Source: an optimization exercise on an open RTL-to-GDS flow (aim: small area and a short achievable clock period). Production flows keep margins and buffers that such runs may drop.
In this exercise RTL edits were held to simulation tests only and were not proved equivalent to the original.
The flow treats the clock pin as an ideal source. Dropping or thinning the clock tree relies on that and would not hold on a real chip.
No activity file was given, so power comes from the tool's default toggle rates.

==> flow/design.v (excerpt) <==
module pte_rx (
    input  wire        clk,
    input  wire        rst,             
    input  wire        in_valid,
    input  wire [7:0]  in_byte,
    output reg         res_valid,
    output wire [7:0]  res_code,        
    output wire [15:0] res_data_len,    
    output wire [7:0]  res_opt_len,     
    output wire [2:0]  res_addr_ctl,    
    output wire        res_ext_hdr_valid,
    output wire [7:0]  res_ext_hdr,
    output wire [47:0] res_orig,        
    output wire        res_dest_valid,
    output wire [31:0] res_dest,        
    output wire [1:0]  res_kind,        
    output wire [31:0] res_data,        
    output wire [7:0]  res_subtel,      
    output wire [15:0] res_rssi_dbm     
);
clock: 5.0 ns
lec_check: 0
cap_margin: 20
core_margin: 2
core_utilization: 70
place_density: 0.8
setup_slack_margin: 3.0
slew_margin: 20
standard.sh (not shown) runs the stock make flow with config.mk's settings and CLKGATE_MAP_FILE= SYNTH_SCRIPT=/design/flow/synth_recipe.tcl, a recipe that flattens the netlist after the stock synthesis.
==> flow/flow/run.sh <==
#!/bin/bash
# Layout: the standard flow (standard synthesis included), with
# - port buffers of the smallest plain buffer instead of the delay buffer
#   that buffer_ports picks by itself;
# - a hand-built two-level clock tree (flow/cts_hook.tcl) in place of
#   TritonCTS's three-level one.
set -euo pipefail
bash standard.sh BUFFER_PORTS_ARGS="-buffer_cell sky130_fd_sc_hd__buf_1" \
  PRE_CTS_TCL="$PWD/flow/cts_hook.tcl" finish > standard_flow.log 2>&1
==> flow/flow/cts_hook.tcl <==
# PRE_CTS hook: build the clock tree by hand (see mycts.tcl) with two buffer
# levels instead of TritonCTS's three, then skip TritonCTS.
source [file join [file dirname [info script]] mycts.tcl]
set nsinks [llength [[[ord::get_db_block] findNet clk] getITerms]]
set nleaf [expr {max(4, ($nsinks + 19) / 20)}]
my_cts $nleaf 4 sky130_fd_sc_hd__clkbuf_16 sky130_fd_sc_hd__clkbuf_16
rename clock_tree_synthesis {}
proc clock_tree_synthesis { args } { puts "clock tree already built by cts_hook.tcl" }
set_propagated_clock [all_clocks]
==> flow/flow/mycts.tcl <==
# Two-level (or one-level) clock tree built by hand: the clock port drives
# NROOT buffers (or NLEAF leaf buffers directly when NROOT is 0); each leaf
# buffer drives one cluster of flip-flop clock pins, clustered by k-means on
# their placed locations.
proc my_cts { nleaf nroot leafcell rootcell } {
  set db [ord::get_db]
  set block [ord::get_db_block]
  set clknet [$block findNet clk]
  set sinks {}
  foreach it [$clknet getITerms] {
    lappend sinks $it
  }
  set n [llength $sinks]
  # sink locations
  set xs {}; set ys {}
  foreach it $sinks {
    set b [[$it getInst] getBBox]
    lappend xs [expr {([$b xMin] + [$b xMax]) / 2.0}]
    lappend ys [expr {([$b yMin] + [$b yMax]) / 2.0}]
  }
  # k-means, seeded along a sorted order
  set order [lsort -indices -real $xs]
  set cx {}; set cy {}
  for {set k 0} {$k < $nleaf} {incr k} {
    set i [lindex $order [expr {int(($k + 0.5) * $n / $nleaf)}]]
    lappend cx [lindex $xs $i]; lappend cy [lindex $ys $i]
  }
  for {set iter 0} {$iter < 50} {incr iter} {
    set asg {}
    for {set i 0} {$i < $n} {incr i} {
      set best 0; set bd 1e30
      for {set k 0} {$k < $nleaf} {incr k} {
        set d [expr {abs([lindex $xs $i] - [lindex $cx $k]) + abs([lindex $ys $i] - [lindex $cy $k])}]
        if {$d < $bd} { set bd $d; set best $k }
      }
      lappend asg $best
    }
    # balance: cap cluster size
    set sx [lrepeat $nleaf 0.0]; set sy [lrepeat $nleaf 0.0]; set sc [lrepeat $nleaf 0]
    for {set i 0} {$i < $n} {incr i} {
      set k [lindex $asg $i]
      lset sx $k [expr {[lindex $sx $k] + [lindex $xs $i]}]
      lset sy $k [expr {[lindex $sy $k] + [lindex $ys $i]}]
      lset sc $k [expr {[lindex $sc $k] + 1}]
    }
    for {set k 0} {$k < $nleaf} {incr k} {
      if {[lindex $sc $k] > 0} {
        lset cx $k [expr {[lindex $sx $k] / [lindex $sc $k]}]
        lset cy $k [expr {[lindex $sy $k] / [lindex $sc $k]}]
      }
    }
  }
  set lm [$db findMaster $leafcell]
  set rm [$db findMaster $rootcell]
  # root buffers
  set drv_nets {}
  if {$nroot > 0} {
    set mx 0.0; set my 0.0
    foreach x $cx y $cy { set mx [expr {$mx + $x}]; set my [expr {$my + $y}] }
    set mx [expr {$mx / $nleaf}]; set my [expr {$my / $nleaf}]
    for {set r 0} {$r < $nroot} {incr r} {
      set inst [odb::dbInst_create $block $rm "clkroot_$r"]
      set net [odb::dbNet_create $block "clknet_root_$r"]
      $net setSigType CLOCK
      [$inst findITerm A] connect $clknet
      [$inst findITerm X] connect $net
      $inst setLocation [expr {int($mx)}] [expr {int($my)}]
      $inst setPlacementStatus PLACED
      lappend drv_nets $net
    }
  } else {
    lappend drv_nets $clknet
  }
  for {set k 0} {$k < $nleaf} {incr k} {
    set inst [odb::dbInst_create $block $lm "clkleaf_$k"]
    set net [odb::dbNet_create $block "clknet_leaf_$k"]
    $net setSigType CLOCK
    [$inst findITerm A] connect [lindex $drv_nets [expr {$k % [llength $drv_nets]}]]
    [$inst findITerm X] connect $net
    $inst setLocation [expr {int([lindex $cx $k])}] [expr {int([lindex $cy $k])}]
    $inst setPlacementStatus PLACED
    for {set i 0} {$i < $n} {incr i} {
      if {[lindex $asg $i] == $k} {
        set it [lindex $sinks $i]
        $it disconnect
        $it connect $net
      }
    }
  }
  $clknet setSigType CLOCK
}
The starting point passed the timing, DRC and antenna checks.
Edit:
--- a/flow/flow/cts_hook.tcl
+++ b/flow/flow/cts_hook.tcl
@@ -4,4 +4,4 @@
 set nsinks [llength [[[ord::get_db_block] findNet clk] getITerms]]
-set nleaf [expr {max(4, ($nsinks + 19) / 20)}]
-my_cts $nleaf 4 sky130_fd_sc_hd__clkbuf_16 sky130_fd_sc_hd__clkbuf_16
+set nleaf [expr {max(4, ($nsinks + 14) / 15)}]
+my_cts $nleaf 4 sky130_fd_sc_hd__clkbuf_8 sky130_fd_sc_hd__clkbuf_16
 rename clock_tree_synthesis {}
--- a/flow/flow/mycts.tcl
+++ b/flow/flow/mycts.tcl
@@ -54,8 +54,33 @@
   set rm [$db findMaster $rootcell]
-  # root buffers
+  # root buffers: the leaf buffers are grouped by k-means on their places,
+  # and each group's root buffer goes to the group's centre
   set drv_nets {}
+  set leafroot {}
   if {$nroot > 0} {
-    set mx 0.0; set my 0.0
-    foreach x $cx y $cy { set mx [expr {$mx + $x}]; set my [expr {$my + $y}] }
-    set mx [expr {$mx / $nleaf}]; set my [expr {$my / $nleaf}]
+    set rx {}; set ry {}
+    for {set r 0} {$r < $nroot} {incr r} {
+      set k [expr {int(($r + 0.5) * $nleaf / $nroot)}]
+      lappend rx [lindex $cx $k]; lappend ry [lindex $cy $k]
+    }
+    for {set iter 0} {$iter < 30} {incr iter} {
+      set leafroot {}
+      set sx [lrepeat $nroot 0.0]; set sy [lrepeat $nroot 0.0]; set sc [lrepeat $nroot 0]
+      for {set k 0} {$k < $nleaf} {incr k} {
+        set best 0; set bd 1e30
+        for {set r 0} {$r < $nroot} {incr r} {
+          set d [expr {abs([lindex $cx $k] - [lindex $rx $r]) + abs([lindex $cy $k] - [lindex $ry $r])}]
+          if {$d < $bd} { set bd $d; set best $r }
+        }
+        lappend leafroot $best
+        lset sx $best [expr {[lindex $sx $best] + [lindex $cx $k]}]
+        lset sy $best [expr {[lindex $sy $best] + [lindex $cy $k]}]
+        lset sc $best [expr {[lindex $sc $best] + 1}]
+      }
+      for {set r 0} {$r < $nroot} {incr r} {
+        if {[lindex $sc $r] > 0} {
+          lset rx $r [expr {[lindex $sx $r] / [lindex $sc $r]}]
+          lset ry $r [expr {[lindex $sy $r] / [lindex $sc $r]}]
+        }
+      }
+    }
     for {set r 0} {$r < $nroot} {incr r} {
@@ -66,3 +91,3 @@
       [$inst findITerm X] connect $net
-      $inst setLocation [expr {int($mx)}] [expr {int($my)}]
+      $inst setLocation [expr {int([lindex $rx $r])}] [expr {int([lindex $ry $r])}]
       $inst setPlacementStatus PLACED
@@ -71,2 +96,3 @@
   } else {
+    for {set k 0} {$k < $nleaf} {incr k} { lappend leafroot 0 }
     lappend drv_nets $clknet
@@ -77,3 +103,3 @@
     $net setSigType CLOCK
-    [$inst findITerm A] connect [lindex $drv_nets [expr {$k % [llength $drv_nets]}]]
+    [$inst findITerm A] connect [lindex $drv_nets [lindex $leafroot $k]]
     [$inst findITerm X] connect $net
Settings changed: PLACE_DENSITY 0.8 to default.
After rerunning:
- The changed run finished with timing, DRC and antenna clean
- register-to-register slack is better by 0.39 ns
- worst setup slack is better by 0.30 ns
- fmax rose by about a fifth
- wire length goes down by roughly a tenth
- final cell count decreases slightly
- power went down by a few percent
- sequential power barely changes
- combinational power decreases by a few percent
Edit:
--- a/flow/flow/cts_hook.tcl
+++ b/flow/flow/cts_hook.tcl
@@ -4,4 +4,4 @@
 set nsinks [llength [[[ord::get_db_block] findNet clk] getITerms]]
-set nleaf [expr {max(4, ($nsinks + 14) / 15)}]
-my_cts $nleaf 4 sky130_fd_sc_hd__clkbuf_8 sky130_fd_sc_hd__clkbuf_16
+set nleaf [expr {max(4, ($nsinks + 19) / 20)}]
+my_cts $nleaf 4 sky130_fd_sc_hd__clkbuf_16 sky130_fd_sc_hd__clkbuf_16
 rename clock_tree_synthesis {}
--- a/flow/flow/mycts.tcl
+++ b/flow/flow/mycts.tcl
@@ -54,33 +54,8 @@
   set rm [$db findMaster $rootcell]
-  # root buffers: the leaf buffers are grouped by k-means on their places,
-  # and each group's root buffer goes to the group's centre
+  # root buffers
   set drv_nets {}
-  set leafroot {}
   if {$nroot > 0} {
-    set rx {}; set ry {}
-    for {set r 0} {$r < $nroot} {incr r} {
-      set k [expr {int(($r + 0.5) * $nleaf / $nroot)}]
-      lappend rx [lindex $cx $k]; lappend ry [lindex $cy $k]
-    }
-    for {set iter 0} {$iter < 30} {incr iter} {
-      set leafroot {}
-      set sx [lrepeat $nroot 0.0]; set sy [lrepeat $nroot 0.0]; set sc [lrepeat $nroot 0]
-      for {set k 0} {$k < $nleaf} {incr k} {
-        set best 0; set bd 1e30
-        for {set r 0} {$r < $nroot} {incr r} {
-          set d [expr {abs([lindex $cx $k] - [lindex $rx $r]) + abs([lindex $cy $k] - [lindex $ry $r])}]
-          if {$d < $bd} { set bd $d; set best $r }
-        }
-        lappend leafroot $best
-        lset sx $best [expr {[lindex $sx $best] + [lindex $cx $k]}]
-        lset sy $best [expr {[lindex $sy $best] + [lindex $cy $k]}]
-        lset sc $best [expr {[lindex $sc $best] + 1}]
-      }
-      for {set r 0} {$r < $nroot} {incr r} {
-        if {[lindex $sc $r] > 0} {
-          lset rx $r [expr {[lindex $sx $r] / [lindex $sc $r]}]
-          lset ry $r [expr {[lindex $sy $r] / [lindex $sc $r]}]
-        }
-      }
-    }
+    set mx 0.0; set my 0.0
+    foreach x $cx y $cy { set mx [expr {$mx + $x}]; set my [expr {$my + $y}] }
+    set mx [expr {$mx / $nleaf}]; set my [expr {$my / $nleaf}]
     for {set r 0} {$r < $nroot} {incr r} {
@@ -91,3 +66,3 @@
       [$inst findITerm X] connect $net
-      $inst setLocation [expr {int([lindex $rx $r])}] [expr {int([lindex $ry $r])}]
+      $inst setLocation [expr {int($mx)}] [expr {int($my)}]
       $inst setPlacementStatus PLACED
@@ -96,3 +71,2 @@
   } else {
-    for {set k 0} {$k < $nleaf} {incr k} { lappend leafroot 0 }
     lappend drv_nets $clknet
@@ -103,3 +77,3 @@
     $net setSigType CLOCK
-    [$inst findITerm A] connect [lindex $drv_nets [lindex $leafroot $k]]
+    [$inst findITerm A] connect [lindex $drv_nets [expr {$k % [llength $drv_nets]}]]
     [$inst findITerm X] connect $net
Settings changed: PLACE_DENSITY from default to 0.7.
What happened:
- maximum frequency is about the same
- routed wire length grows by about 3%
- utilization shrinks by 0.12 points
- final cell count went down by about 1.1%
- worst setup slack is better by 0.0059 ns
- area after synthesis is unchanged
- final area barely changes
- total power goes up by 6.1%
- sequential power is about the same
Edit:
Settings changed: ABC_AREA from default to 1, CORE_UTILIZATION 70 to 60, PLACE_DENSITY 0.7 to default.
The new run completed with no timing, DRC or antenna violations.
Wire length drops slightly.
Setup slack degrades by 0.021 ns.
Cell area rises by a few percent.
Hold slack improved by 0.015 ns.
Via count grows by a few percent.
Register-to-register slack improved by 0.10 ns.
Sequential share of layout area fell by 1.3 points.
Die area rises by about a fifth.
Fmax went down slightly.
Edit:
Settings changed: ABC_AREA 1 to default, CORE_UTILIZATION 60 to 70.
Effect: Via count drops by 4.2%. Hold slack degrades by 0.015 ns. Die area drops by 15%. Area after synthesis drops by 1.3%. Worst setup slack improves by 0.021 ns. Maximum frequency climbs by 1.1%. Wire length climbs by 1.2%. Clock skew drops by 0.019 ns. Sequential cell count stays the same.
In every run of this note, the design's own scripts or RTL, not TritonCTS, make the clock network.

afterwards: timing with drivers on the ports:
In the flow no input, the clock included, has a driving cell. The finished layouts below were timed again as built, in two steps. Step 1 (the two cells are an assumption about what drives the block):
set clk [get_ports {clk}]
set_driving_cell -lib_cell sky130_fd_sc_hd__clkbuf_16 $clk
set_driving_cell -lib_cell sky130_fd_sc_hd__buf_2 [delete_from_list [all_inputs] $clk]
Step 2 times the ports against the registers' clock, not the clock port: input delays grow and output delays shrink by t, the midpoint of the rising clock arrivals with the driver on. a / b / c = ideal ports / drivers / drivers and shift; a / b = the first two.
| run | shift t [ns] | setup WS [ns] | worst hold slack (ns) | worst setup path after step 2 | pins driven straight from the clock port |
|---|---|---|---|---|---|
| the first run | 0.378 | 2.697 / 2.697 / 2.697 | 0.418 / 0.418 / 0.418 | register to register | 4 |
| the second run | 0.373 | 2.996 / 2.911 / 3.085 | 0.439 / 0.439 / 0.439 | register to register | 4 |
| the third run | 0.378 | 3.001 / 2.927 / 3.014 | 0.435 / 0.435 / 0.435 | register to register | 4 |
| the fourth run | 0.375 | 2.980 / 2.907 / 3.109 | 0.450 / 0.450 / 0.450 | register to register | 4 |
| the fifth run | 0.378 | 3.001 / 2.927 / 3.014 | 0.435 / 0.435 / 0.435 | register to register | 4 |
After both steps setup and hold are still met in every run listed.
